This is an optimization exercise on Yosys and OpenROAD, whose aim is small area, a short achievable clock period and few clock cycles, not a production implementation.
At most, simulation tests tie the RTL to the original design; equivalence was not proved.
No activity file was given, so power comes from the tool's default toggle rates.

==> flow/design.v (excerpt) <==
module dshot_core (
  input  wire         clk,
  input  wire         rst,
  input  wire         cmd_valid,
  output wire         cmd_ready,
  input  wire [39:0]  cmd,
  output reg          rdata_valid,
  output reg  [31:0]  rdata,
  output reg          ev_valid,
  output reg  [146:0] ev
);
export LEC_CHECK = 0
export CAP_MARGIN = 20
export CORE_MARGIN = 2
export CORE_UTILIZATION = 45
export PLACE_DENSITY = 0.65
export SLEW_MARGIN = 20
create_clock -name core_clock -period 14.0 [get_ports {clk}]
standard.sh (not shown) runs the stock make flow with config.mk's settings and CLKGATE_MAP_FILE= SYNTH_SCRIPT=/design/flow/synth_recipe.tcl, a recipe that flattens the netlist after the stock synthesis.
==> flow/flow/run.sh <==
#!/bin/bash
# Standard ORFS layout, with timing repair aiming well below the clock period.
bash standard.sh SETUP_SLACK_MARGIN=10 TNS_END_PERCENT=100 finish > standard.log 2>&1
Testbench counts at the start, summed over its fixed seeds: cycles 40,723.
Then changed:
--- a/flow/design.v
+++ b/flow/design.v
@@ -55,13 +55,12 @@
   reg  [63:0] first_start;
   reg  [63:0] nib_start;
   reg  [63:0] last_next;    
   reg         e_bit;        
   reg         e_fin;        
   reg         e_l16;        
-  reg         e_bidir;      
   reg         e_2;          
   reg         e_3;          
   reg         e_4;          
   reg         dv;
   reg         sr_nz;        
   wire [3:0]  op   = cmd[39:36];
@@ -108,13 +107,13 @@
   wire [4:0]  bcnt_n  = (bcnt == 5'd31) ? 5'd31 : bcnt + 5'd1;
   wire [15:0] shift_n = {shift[14:0], bit_val};
   function [3:0] fold_exp(input [15:0] f, input bidir);
     fold_exp = (f[15:12] ^ f[11:8] ^ f[7:4]) ^ {4{bidir}};
   endfunction
   wire        bad_n   = (fold_exp(shift_n, ctrl_bidir) != shift_n[3:0]);
-  wire        bad_now = (fold_exp(shift, e_bidir) != shift[3:0]);
+  wire        bad_now = (fold_exp(shift, ctrl_bidir) != shift[3:0]);
   reg [9:0] rate_m;
   always @(*) begin
     case (ctrl_rate)
       2'b00:   rate_m = 10'd667;
       2'b01:   rate_m = 10'd333;
       2'b10:   rate_m = 10'd167;
@@ -145,13 +144,13 @@
       ev_lo = {3'd0, 15'd0, bit_val};
     else if (n_2 && e_l16)
       ev_lo = {(is_cmd ? 3'd1 : 3'd2), 5'd0, shift[15:5]};
     else if (n_2)
       ev_lo = {3'd4, 16'd1};
     else if (n_3)
-      ev_lo = {3'd3, 8'd0, fold_exp(shift, e_bidir), shift[3:0]};
+      ev_lo = {3'd3, 8'd0, fold_exp(shift, ctrl_bidir), shift[3:0]};
     else
       ev_lo = {3'd4, 16'd2};
   end
   always @(posedge clk) begin
     rdata <= ({32{q_rsel[0]}} & {29'd0, ctrl_rate, ctrl_bidir})
            | ({32{q_rsel[1]}} & samplerate)
@@ -346,16 +345,13 @@
         if (bcnt == 5'd0)  first_start <= pc_start;
         if (bcnt == 5'd12) nib_start   <= pc_start;
         if (do_final && (bcnt_n == 5'd16) && bad_n) rdy <= 1'b0;
       end
       e_bit <= do_bit;
       e_fin <= do_final;
-      if (do_final) begin
-        e_l16   <= (bcnt_n == 5'd16);
-        e_bidir <= ctrl_bidir;
-      end
+      if (do_final) e_l16 <= (bcnt_n == 5'd16);
       e_2 <= e_bit && e_fin;
       e_3 <= e_2 && e_l16;
       e_4 <= e_3 && bad_now;
     end
   end
 endmodule
Effect: The new run passed the timing, DRC and antenna checks. Via count fell by about 1.1%. Die area is about the same. Utilization rose by 0.50 points. Setup slack degrades by 0.015 ns. Sequential share of layout area fell by 0.50 points. Non-clock buffer count fell by 1.
The RTL of the second run of this note was laid out without a check of its function.


Another version of the RTL of dshot_core (not shown whole).
For scale: about 230 I/O pins.
==> flow/config.mk <==
export PLATFORM = sky130hd
export DESIGN_NAME = dshot_core
export DESIGN_NICKNAME = dshot_core
export VERILOG_FILES = /design/flow/design.v
export SDC_FILE = /design/flow/constraint.sdc
export NUM_CORES = 4
export LEC_CHECK = 0
export CAP_MARGIN = 20
export CORE_MARGIN = 2
export CORE_UTILIZATION = 60
export CTS_CLUSTER_DIAMETER = 100
export CTS_CLUSTER_SIZE = 24
export PLACE_DENSITY = 0.75
export SLEW_MARGIN = 20
==> flow/constraint.sdc <==
create_clock -name core_clock -period 14.0 [get_ports {clk}]
set_input_delay 2.8000 -clock core_clock [delete_from_list [all_inputs] [get_ports {clk}]]
set_output_delay 2.8000 -clock core_clock [all_outputs]
set_load 0.01 [all_outputs]
==> flow/flow/run.sh <==
#!/bin/bash
# Standard ORFS layout, with timing repair aiming well below the clock period and
# plain buf_2 cells for the port buffers.
bash standard.sh SETUP_SLACK_MARGIN=10 TNS_END_PERCENT=100 "BUFFER_PORTS_ARGS=-buffer_cell sky130_fd_sc_hd__buf_2" finish > standard.log 2>&1
Testbench counts at the start, summed over its fixed seeds: cycles 40,723.
Then changed:
--- a/flow/design.v
+++ b/flow/design.v
@@ -129,40 +129,15 @@
   wire [10:0] mul_sum  = {1'b0, w[41:32]} + (w[0] ? {1'b0, rate_m} : 11'd0);
   wire [19:0] div_tr   = {w[41:23], w[22]};
   wire [20:0] div_df   = {1'b0, div_tr} - {1'b0, DIV5};
   wire        div_ge   = !div_df[20];
   wire [18:0] div_r    = div_ge ? div_df[18:0] : div_tr[18:0];
   wire [14:0] n_res    = w[22:8];
   wire [31:0] status_word = {17'd0, bcnt, bx, 2'b00, fault, 2'b00, run};
-  wire [16:0] t_a = {1'b0, period, 1'b0};
-  wire [16:0] t_b = {2'd0, period};
-  wire [16:0] t_g = t_a & t_b;
-  wire [16:0] t_p = t_a ^ t_b;
-  wire [17:0] t_c;
-  wire [4:0]  t_bg, t_bp;
-  assign t_c[0] = 1'b0;
-  genvar gk, gm;
-  generate
-    for (gk = 0; gk < 5; gk = gk + 1) begin : g_tb
-      localparam integer LO = 4 * gk;
-      localparam integer HI = (4 * gk + 3 > 16) ? 16 : 4 * gk + 3;
-      wire [HI-LO+1:0] cg;
-      assign cg[0] = 1'b0;
-      for (gm = LO; gm <= HI; gm = gm + 1) begin : g_bg
-        assign cg[gm-LO+1] = t_g[gm] | (t_p[gm] & cg[gm-LO]);
-      end
-      assign t_bg[gk] = cg[HI-LO+1];
-      assign t_bp[gk] = &t_p[HI:LO];
-      for (gm = LO; gm <= HI; gm = gm + 1) begin : g_bc
-        if (gm > LO) assign t_c[gm] = t_g[gm-1] | (t_p[gm-1] & t_c[gm-1]);
-      end
-      if (gk > 0) assign t_c[LO] = t_bg[gk-1] | (t_bp[gk-1] & t_c[LO-4]);
-    end
-  endgenerate
-  wire [16:0] timeout_v = t_p ^ t_c[16:0];
+  wire [16:0] timeout_v = {1'b0, period, 1'b0} + {2'd0, period};
   wire        n_bit = do_bit;
   wire        n_2   = e_bit && e_fin;
   wire        n_3   = e_2 && e_l16;
   wire        n_4   = e_3 && bad_now;
   wire        is_cmd = (shift[15:5] < 11'd48);
   reg  [18:0] ev_lo;
   always @(*) begin
The changed run finished with timing, DRC and antenna clean.
Final cell count came out lower by 1.0%.
Via count is higher by 1.7%.
Total power drops by 3.0%.
Die area goes up by 0.39%.
Cell area is about the same.
First-iteration DRC count is higher by 3.4%.
Routed wire length went up by 1.5%.
Global-route usage goes up by 0.22 points.
Core utilization shrinks by 0.10 points.
Area after synthesis climbs by 0.39%.
Worst setup slack gets better by 0.0043 ns.
Clock power is about the same.
Synthesized cell count goes down by 0.90%.
Testbench counts after the change, summed over its fixed seeds: cycles 40,723.

[static timing again, ports no longer ideal]
How much do the figures lean on ideal ports? The routed layouts below were timed once more, with nothing changed but the port constraints.
Step 1 assumes that a clkbuf_16 drives the clock port and a buf_2 every other input.
Step 2, shift: input delay + t, output delay - t, t = (earliest + latest rising clock arrival at the registers) / 2. This alone moves slack from input paths to output paths.
Slacks: ideal ports / drivers / drivers and shift; pairs: ideal ports / drivers.
run | t (ns) | setup slack, ns | worst data-port slew with drivers (ns)
the first run of note 1 | 0.689 | 9.985 / 9.966 / 9.345 | 0.05
the second run of note 1 | 0.687 | 9.970 / 9.960 / 9.287 | 0.07
the first run of note 2 | 0.645 | 10.001 / 9.938 / 9.513 | 0.09
the second run of note 2 | 0.649 | 10.005 / 9.944 / 9.518 | 0.11
After both steps setup and hold are still met in every run listed. For the second run of note 1, which loses most, drivers alone change the setup slack by -0.010 ns; drivers and shift together by -0.683 ns.
